From an optimization exercise on the open Yosys and OpenROAD flow, aimed at small area, a short achievable clock period and few clock cycles per item; shortcuts taken in it are not production practice.
In this exercise RTL edits were held to simulation tests only and were not proved equivalent to the original.

Design fsk_goertzel_demod, start of the top module:
module fsk_goertzel_demod (
    input  wire        clk,
    input  wire        rst,
    input  wire        in_valid,
    output wire        in_ready,
    input  wire [1:0]  in_cmd,
    input  wire [15:0] in_data,
    input  wire [15:0] cfg_spb,
    input  wire [15:0] cfg_coeff0,
    input  wire [15:0] cfg_coeff1,
    output reg         out_valid,
    output reg  [7:0]  out_byte
);
    reg        rdy, rdy_o;     
    reg        v0;
    reg [1:0]  c0;
    reg [15:0] xr;
    assign in_ready = rdy_o;
    reg        active, pre, wl, cm2, wl2;
    reg [3:0]  pcnt;
    reg [15:0] wcnt, spb;
    reg [15:0] ca, cb;
    reg        ida, idb, fra, frb, frm;    
    reg [23:0] s1a, s2a, s1b, s2b;
    reg [23:0] r1s, r1t;
    reg         r1c;
    wire [23:0] r1s_d, r1t_d;
    wire        r1c_d;
    wire [23:0] r2;
    reg [5:0]  ec;
    reg [1:0]  ej;
    reg [24:0] m0, m1, m2;
    reg [25:0] d0, d1, d2;
    reg [27:0] acc;
    reg        sticky, last8, kill, eida;
    reg        f_ld, f_l4, f_v, f_pz, f_pd, f_ps, f_mc, f_pre, f_dec, f_e2, f_st, f_cl;
    reg        bq_one, bq_two, bq_neg;
    reg [2:0]  bcnt;
    reg [6:0]  sh;           
    wire st_start = v0 && c0 == 2'd1;
    wire st_end   = v0 && c0 == 2'd2;
    wire st_smp   = v0 && c0 == 2'd0;
    wire do_start = st_start && !active && spb != 16'd0;
    wire do_end   = st_end && active;
    wire do_smp   = st_smp && active;
    wire do_pre   = do_smp && pre;
    wire do_data  = do_smp && !pre;
    wire trig     = do_data && wl;           
    wire clr      = do_start || do_end;
    wire        active_n = do_start ? 1'b1 : do_end ? 1'b0 : active;
    wire        pre_n    = do_start ? 1'b1 : (do_pre && wl && pcnt == 4'd15) ? 1'b0 : pre;
    wire [15:0] wcnt_n   = (clr || (do_smp && wl)) ? spb : do_smp ? wcnt - 16'd1 : wcnt;
    wire        wl_n     = wcnt_n == 16'd1;
    wire        dm_n     = active_n && !pre_n;      
    wire        ld_cfg   = !active_n;
  ...
clock: 20.0 ns
lec_check: 0
cap_margin: 20
core_margin: 2
core_utilization: 40
slew_margin: 20
standard.sh (not shown) runs the stock make flow with config.mk's settings and CLKGATE_MAP_FILE= SYNTH_SCRIPT=/design/flow/synth_recipe.tcl, a recipe that flattens the netlist after the stock synthesis.
==> flow/flow/run.sh <==
#!/bin/bash
# Own layout flow: the standard ORFS flow, with the port buffers chosen as
# buf_6 cells and timing repair aiming at a setup slack well above the 20 ns
# clock's (the clock period and all constraints are unchanged).
set -euo pipefail
export BUFFER_PORTS_ARGS="-buffer_cell sky130_fd_sc_hd__buf_6"
export SETUP_SLACK_MARGIN=14.9
bash standard.sh synth > synth.log 2>&1
bash standard.sh > layout.log 2>&1
The first run completed without violations.
Testbench counts at the start, summed over its fixed seeds: cycles 269,736, items 384.
Next try:
--- a/flow/flow/run.sh
+++ b/flow/flow/run.sh
@@ -3 +3 @@
-# buf_6 cells and timing repair aiming at a setup slack well above the 20 ns
+# buf_2 cells and timing repair aiming at a setup slack well above the 20 ns
@@ -6 +6 @@
-export BUFFER_PORTS_ARGS="-buffer_cell sky130_fd_sc_hd__buf_6"
+export BUFFER_PORTS_ARGS="-buffer_cell sky130_fd_sc_hd__buf_2"
Outcome:
- sequential share of layout area went up by 0.69 points
- clock-buffer cell count grows by 8
- cell area came out lower by a few percent
- fmax hardly moves

fsk_goertzel_demod, a different RTL version from the one above (not shown whole).
Size: about 3000 cells after synthesis, roughly 79 I/O pins, about 27000 sq um of cells after synthesis.
==> flow/config.mk <==
export PLATFORM = sky130hd
export DESIGN_NAME = fsk_goertzel_demod
export DESIGN_NICKNAME = fsk_goertzel_demod
export VERILOG_FILES = /design/flow/design.v
export SDC_FILE = /design/flow/constraint.sdc
export NUM_CORES = 4
export LEC_CHECK = 0
export CAP_MARGIN = 20
export CORE_MARGIN = 2
export CORE_UTILIZATION = 40
export SLEW_MARGIN = 20
==> flow/constraint.sdc <==
create_clock -name core_clock -period 20.0 [get_ports {clk}]
set_input_delay 4.0000 -clock core_clock [delete_from_list [all_inputs] [get_ports {clk}]]
set_output_delay 4.0000 -clock core_clock [all_outputs]
set_load 0.01 [all_outputs]
==> flow/flow/run.sh <==
#!/bin/bash
# Own layout flow: the standard ORFS flow, with the port buffers chosen as
# buf_2 cells and timing repair aiming at a setup slack well above the 20 ns
# clock's (the clock period and all constraints are unchanged).
set -euo pipefail
export BUFFER_PORTS_ARGS="-buffer_cell sky130_fd_sc_hd__buf_2"
export SETUP_SLACK_MARGIN=15.5
bash standard.sh synth > synth.log 2>&1
bash standard.sh > layout.log 2>&1
The baseline produced a clean layout.
Testbench counts at the start, summed over its fixed seeds: cycles 269,736, items 384.
Change:
--- a/flow/flow/run.sh
+++ b/flow/flow/run.sh
@@ -5,5 +5,5 @@
 set -euo pipefail
 export BUFFER_PORTS_ARGS="-buffer_cell sky130_fd_sc_hd__buf_2"
-export SETUP_SLACK_MARGIN=15.5
+export SETUP_SLACK_MARGIN=14.25
 bash standard.sh synth > synth.log 2>&1
 bash standard.sh > layout.log 2>&1
Effect:
- The changed run finished clean
- core utilization is lower by 5.9 points
- register-to-register slack gets worse by 370 ps
- setup slack is worse by 320 ps
- final cell count goes down by 3.8%
- cell area shrinks by 12%
- maximum frequency decreases by 5.9%
- count of clock-buffer cells in the layout drops by 1
- routed wire length went down by 10%
- via count is lower by 5.2%

RTL: one of the versions met above, not the one the previous note started from.
For scale: ~2900 cells after synthesis, about 470 flip-flops, roughly 27000 um2 of cells after synthesis.
clock: 20.0 ns
lec_check: 0
cap_margin: 20
core_margin: 2
core_utilization: 40
slew_margin: 20
==> flow/flow/run.sh <==
#!/bin/bash
# Own layout flow: the standard ORFS flow, with the port buffers chosen as
# buf_2 cells and timing repair aiming at a setup slack well above the 20 ns
# clock's (the clock period and all constraints are unchanged).
set -euo pipefail
export BUFFER_PORTS_ARGS="-buffer_cell sky130_fd_sc_hd__buf_2"
export SETUP_SLACK_MARGIN=14.6
bash standard.sh synth > synth.log 2>&1
bash standard.sh > layout.log 2>&1
The baseline completed with no timing, DRC or antenna violations.
Testbench counts at the start, summed over its fixed seeds: cycles 269,736, items 384.
Change:
--- a/flow/flow/run.sh
+++ b/flow/flow/run.sh
@@ -6,3 +6,3 @@
 export BUFFER_PORTS_ARGS="-buffer_cell sky130_fd_sc_hd__buf_2"
-export SETUP_SLACK_MARGIN=14.6
+export SETUP_SLACK_MARGIN=14.9
 bash standard.sh synth > synth.log 2>&1
CTS_CLUSTER_DIAMETER = 50   (was unset)
CTS_CLUSTER_SIZE = 20   (was unset)
What happened: Worst setup slack stays flat. Clock-buffer cell count falls by 13.

-- afterwards: timing with drivers on the ports --
Ports are ideal in the flow. The routed layouts listed here were re-timed in OpenROAD.
Step 1, drivers: a clkbuf_16 drives clk and a buf_2 each remaining input, both assumed.
Step 2 adds t to the input delays and takes it off the output delays; t is the mean of the earliest and latest rising clock arrival at the registers after step 1. Input paths then give back, and output paths get back, about the clock's delay inside the block.
a / b / c = no drivers / after step 1 / after step 2; a / b = the first two.
| run | t, ns | setup WS [ns] | pins driven straight from the clock port |
|---|---|---|---|
| the first run of note 1 | 0.649 | 14.945 / 14.888 / 15.165 | 1 |
| the second run of note 1 | 0.640 | 14.960 / 14.905 / 15.046 | 1 |
| the first run of note 2 | 0.647 | 14.871 / 14.812 / 14.839 | 1 |
| the second run of note 2 | 0.650 | 14.548 / 14.492 / 14.542 | 1 |
| the first run of note 3 | 0.641 | 14.944 / 14.889 / 15.043 | 1 |
| the second run of note 3 | 0.637 | 14.942 / 14.888 / 15.091 | 1 |
After both steps setup and hold are still met in every run listed. For the first run of note 2, which loses most, drivers alone change the setup slack by -0.059 ns; drivers and shift together by -0.032 ns.
